Context: an optimization exercise on an open-source flow, tuned for small area. The choices shown serve that exercise and are no tape-out recipe.
In this exercise RTL edits were held to simulation tests only and were not proved equivalent to the original.

// wd1797_core
module wd1797_core (
    input  wire        clk,
    input  wire        rst,           
    input  wire [6:0]  init_track,    
    input  wire        tick,          
    input  wire        rd,
    input  wire        wr,
    input  wire [2:0]  addr,
    input  wire [7:0]  wdata,
    output reg  [7:0]  rdata,
    input  wire        ready_in,      
    output wire [6:0]  med_cyl,
    output wire        med_side,
    output wire [12:0] med_pos,
    input  wire [7:0]  med_byte,
    output wire        intrq,
    output wire        drq,
    output wire        busy,
    output wire        hld,
    output wire        hlt,
    output wire        index_pulse,
    output wire        tg43,
    output wire        dirc,
    output wire        track00
);
    localparam integer TRACK_LEN     = 7500;
    localparam integer SETTLE_T      = 1125;      
    localparam integer E_DELAY_T     = 563;       
    localparam integer HLT_DELAY_T   = 2250;      
    localparam integer HLD_IDLE_T    = 112500;    
    localparam integer DAM_WINDOW    = 43;
    localparam integer WRITE_GAP     = 22;
    localparam integer WRITE_MARK    = 16;
    localparam [4:0] P_IDLE      = 5'd0,
                     P_T1_STEP   = 5'd1,
                     P_T1_SETTLE = 5'd2,
                     P_T1_WAITHLT= 5'd3,
                     P_T1_VERIFY = 5'd4,
                     P_SEC_ID    = 5'd5,
                     P_RS_DAM    = 5'd6,
                     P_RA_SEARCH = 5'd7,
                     P_RS_DATA   = 5'd8,
                     P_RA_XFER   = 5'd9,
                     P_RT_XFER   = 5'd10,
                     P_RS_CRC    = 5'd11,
                     P_X_EDELAY  = 5'd12,
                     P_X_WAITHLT = 5'd13,
                     P_WS_GAP    = 5'd16,
                     P_WS_MARK   = 5'd17,
                     P_WS_DATA   = 5'd18,
                     P_WS_CRC    = 5'd19,
                     P_WT_XFER   = 5'd20;
    function [15:0] crc_step;
        input [15:0] c;
        input [7:0]  d;
        reg [7:0] x;
        begin
            x = c[15:8] ^ d;
            x = x ^ (x >> 4);
            crc_step = {c[7:0], 8'h00} ^ ({8'h00, x} << 12) ^ ({8'h00, x} << 5) ^ {8'h00, x};
        end
    endfunction
    localparam [15:0] CRC_FE = 16'hB230;
    localparam [15:0] CRC_FB = 16'hE295;
    localparam [15:0] CRC_F8 = 16'hD2F6;
  ...
Settings: LEC_CHECK=0, CAP_MARGIN=20, CORE_MARGIN=2, CORE_UTILIZATION=40, SLEW_MARGIN=20; clock period 10.0 ns.
standard.sh (not shown) runs the stock make flow with config.mk's settings and CLKGATE_MAP_FILE= SYNTH_SCRIPT=/design/flow/synth_recipe.tcl, a recipe that flattens the netlist after the stock synthesis.
==> flow/flow/run.sh <==
#!/bin/bash
# Standard ORFS flow with these changes:
#  1. the combinational logic of the standard synthesis is re-synthesized
#     (ABC &deepsyn, three random seeds in parallel, the smallest result is
#     kept) and re-mapped for area by flow/resyn.tcl; the registers stay the
#     very same cell instances (names and cell types) as the standard
#     synthesis made them;
#  2. ports are buffered with the smallest buffer (buf_1);
#  3. global placement is not timing-driven (it only added buffers);
#  4. CTS does not add dummy loads and uses clkbuf_8 clock buffers.
set -euo pipefail
R=orfs/results/${FLOW_PLATFORM}/wd1797_core/base
bash standard.sh synth > 1_standard_synth.log 2>&1
cp $R/1_2_yosys.v standard_synth.v
for s in 1 2 3; do
  sed "s/SEED/$s/" flow/area.abc > area_seed$s.abc
  RESYN_IN=$PWD/standard_synth.v RESYN_OUT=$PWD/resyn_seed$s.v \
  RESYN_SCRIPT=$PWD/area_seed$s.abc RESYN_STUBS=$PWD/flow/seq_stubs.v \
    yosys -c flow/resyn.tcl > 2_resyn_yosys_seed$s.log 2>&1 &
done
wait
best=""; best_area=""
for s in 1 2 3; do
  if [[ -s resyn_seed$s.v ]]; then
    a=$(grep "Chip area" 2_resyn_yosys_seed$s.log | tail -1 | awk '{print $NF}')
    if [[ -z "$best" ]] || awk "BEGIN{exit !($a < $best_area)}"; then best=$s; best_area=$a; fi
  fi
done
[[ -n "$best" ]]
echo "kept seed $best, area $best_area" > 2_resyn_choice.log
cp resyn_seed$best.v $R/1_2_yosys.v
rm -f $R/1_synth.odb $R/1_synth.sdc
bash standard.sh \
  GPL_TIMING_DRIVEN=0 \
  BUFFER_PORTS_ARGS="-buffer_cell sky130_fd_sc_hd__buf_1" \
  CTS_ARGS="-sink_clustering_enable -repair_clock_nets -dont_use_dummy_load -buf_list sky130_fd_sc_hd__clkbuf_8" \
  finish > 3_standard_finish.log 2>&1
==> flow/flow/area.abc <==
strash
&get -n
&deepsyn -T 600 -S SEED
&dch -f
&nf -R 1000
&put
mfs2 -a
strash
&get -n
&st
&dch -f
&nf -R 1000
&put
Other scripts of this flow, unchanged in this note and not shown: flow/flow/resyn.tcl, flow/flow/seq_stubs.v
The starting point finished with timing, DRC and antenna clean.
Then changed:
--- a/flow/flow/run.sh
+++ b/flow/flow/run.sh
@@ -4 +4 @@
-#     (ABC &deepsyn, three random seeds in parallel, the smallest result is
+#     (ABC &deepsyn, eight random seeds, four at a time, the smallest result is
@@ -15,5 +15,8 @@
-for s in 1 2 3; do
-  sed "s/SEED/$s/" flow/area.abc > area_seed$s.abc
-  RESYN_IN=$PWD/standard_synth.v RESYN_OUT=$PWD/resyn_seed$s.v \
-  RESYN_SCRIPT=$PWD/area_seed$s.abc RESYN_STUBS=$PWD/flow/seq_stubs.v \
-    yosys -c flow/resyn.tcl > 2_resyn_yosys_seed$s.log 2>&1 &
+for batch in "1 2 3 4" "5 6 7 8"; do
+  for s in $batch; do
+    sed "s/SEED/$s/" flow/area.abc > area_seed$s.abc
+    RESYN_IN=$PWD/standard_synth.v RESYN_OUT=$PWD/resyn_seed$s.v \
+    RESYN_SCRIPT=$PWD/area_seed$s.abc RESYN_STUBS=$PWD/flow/seq_stubs.v \
+      yosys -c flow/resyn.tcl > 2_resyn_yosys_seed$s.log 2>&1 &
+  done
+  wait
@@ -21 +23,0 @@
-wait
@@ -23 +25 @@
-for s in 1 2 3; do
+for s in 1 2 3 4 5 6 7 8; do
--- a/flow/flow/area.abc
+++ b/flow/flow/area.abc
@@ -3 +3 @@
-&deepsyn -T 600 -S SEED
+&deepsyn -T 300 -S SEED
Result: Critical path depth goes up by 1; clock-buffer cell count stays the same; wire length went up by a few percent; non-clock buffer count stays the same; design area rises slightly; final cell count grows by a few percent.

==> port drivers added, routing unchanged <==
The flow's constraints put no driver on any port. The routed layouts listed below were extracted and timed again, unchanged, in two steps. Step 1 (the two cells are an assumption about what drives the block):
set clk [get_ports {clk}]
set_driving_cell -lib_cell sky130_fd_sc_hd__clkbuf_16 $clk
set_driving_cell -lib_cell sky130_fd_sc_hd__buf_2 [delete_from_list [all_inputs] $clk]
Step 2 also shifts input and output timing later by t, the mid clock arrival at the registers, as if the neighbouring blocks saw the same clock. a / b / c = no drivers / after step 1 / after step 2; a / b = the first two.
run	t, ns	setup WS [ns]	worst register clock-pin slew, ns	cell pins on the clock port's net
the first run	0.494	3.247 / 3.269 / 2.775	0.10 / 0.10	1
the second run	0.499	3.465 / 3.481 / 2.982	0.09 / 0.09	1
After both steps every run listed still meets setup and hold. The setup slack of the second run, which loses most, moves by +0.016 ns with the drivers and by -0.483 ns with both steps.
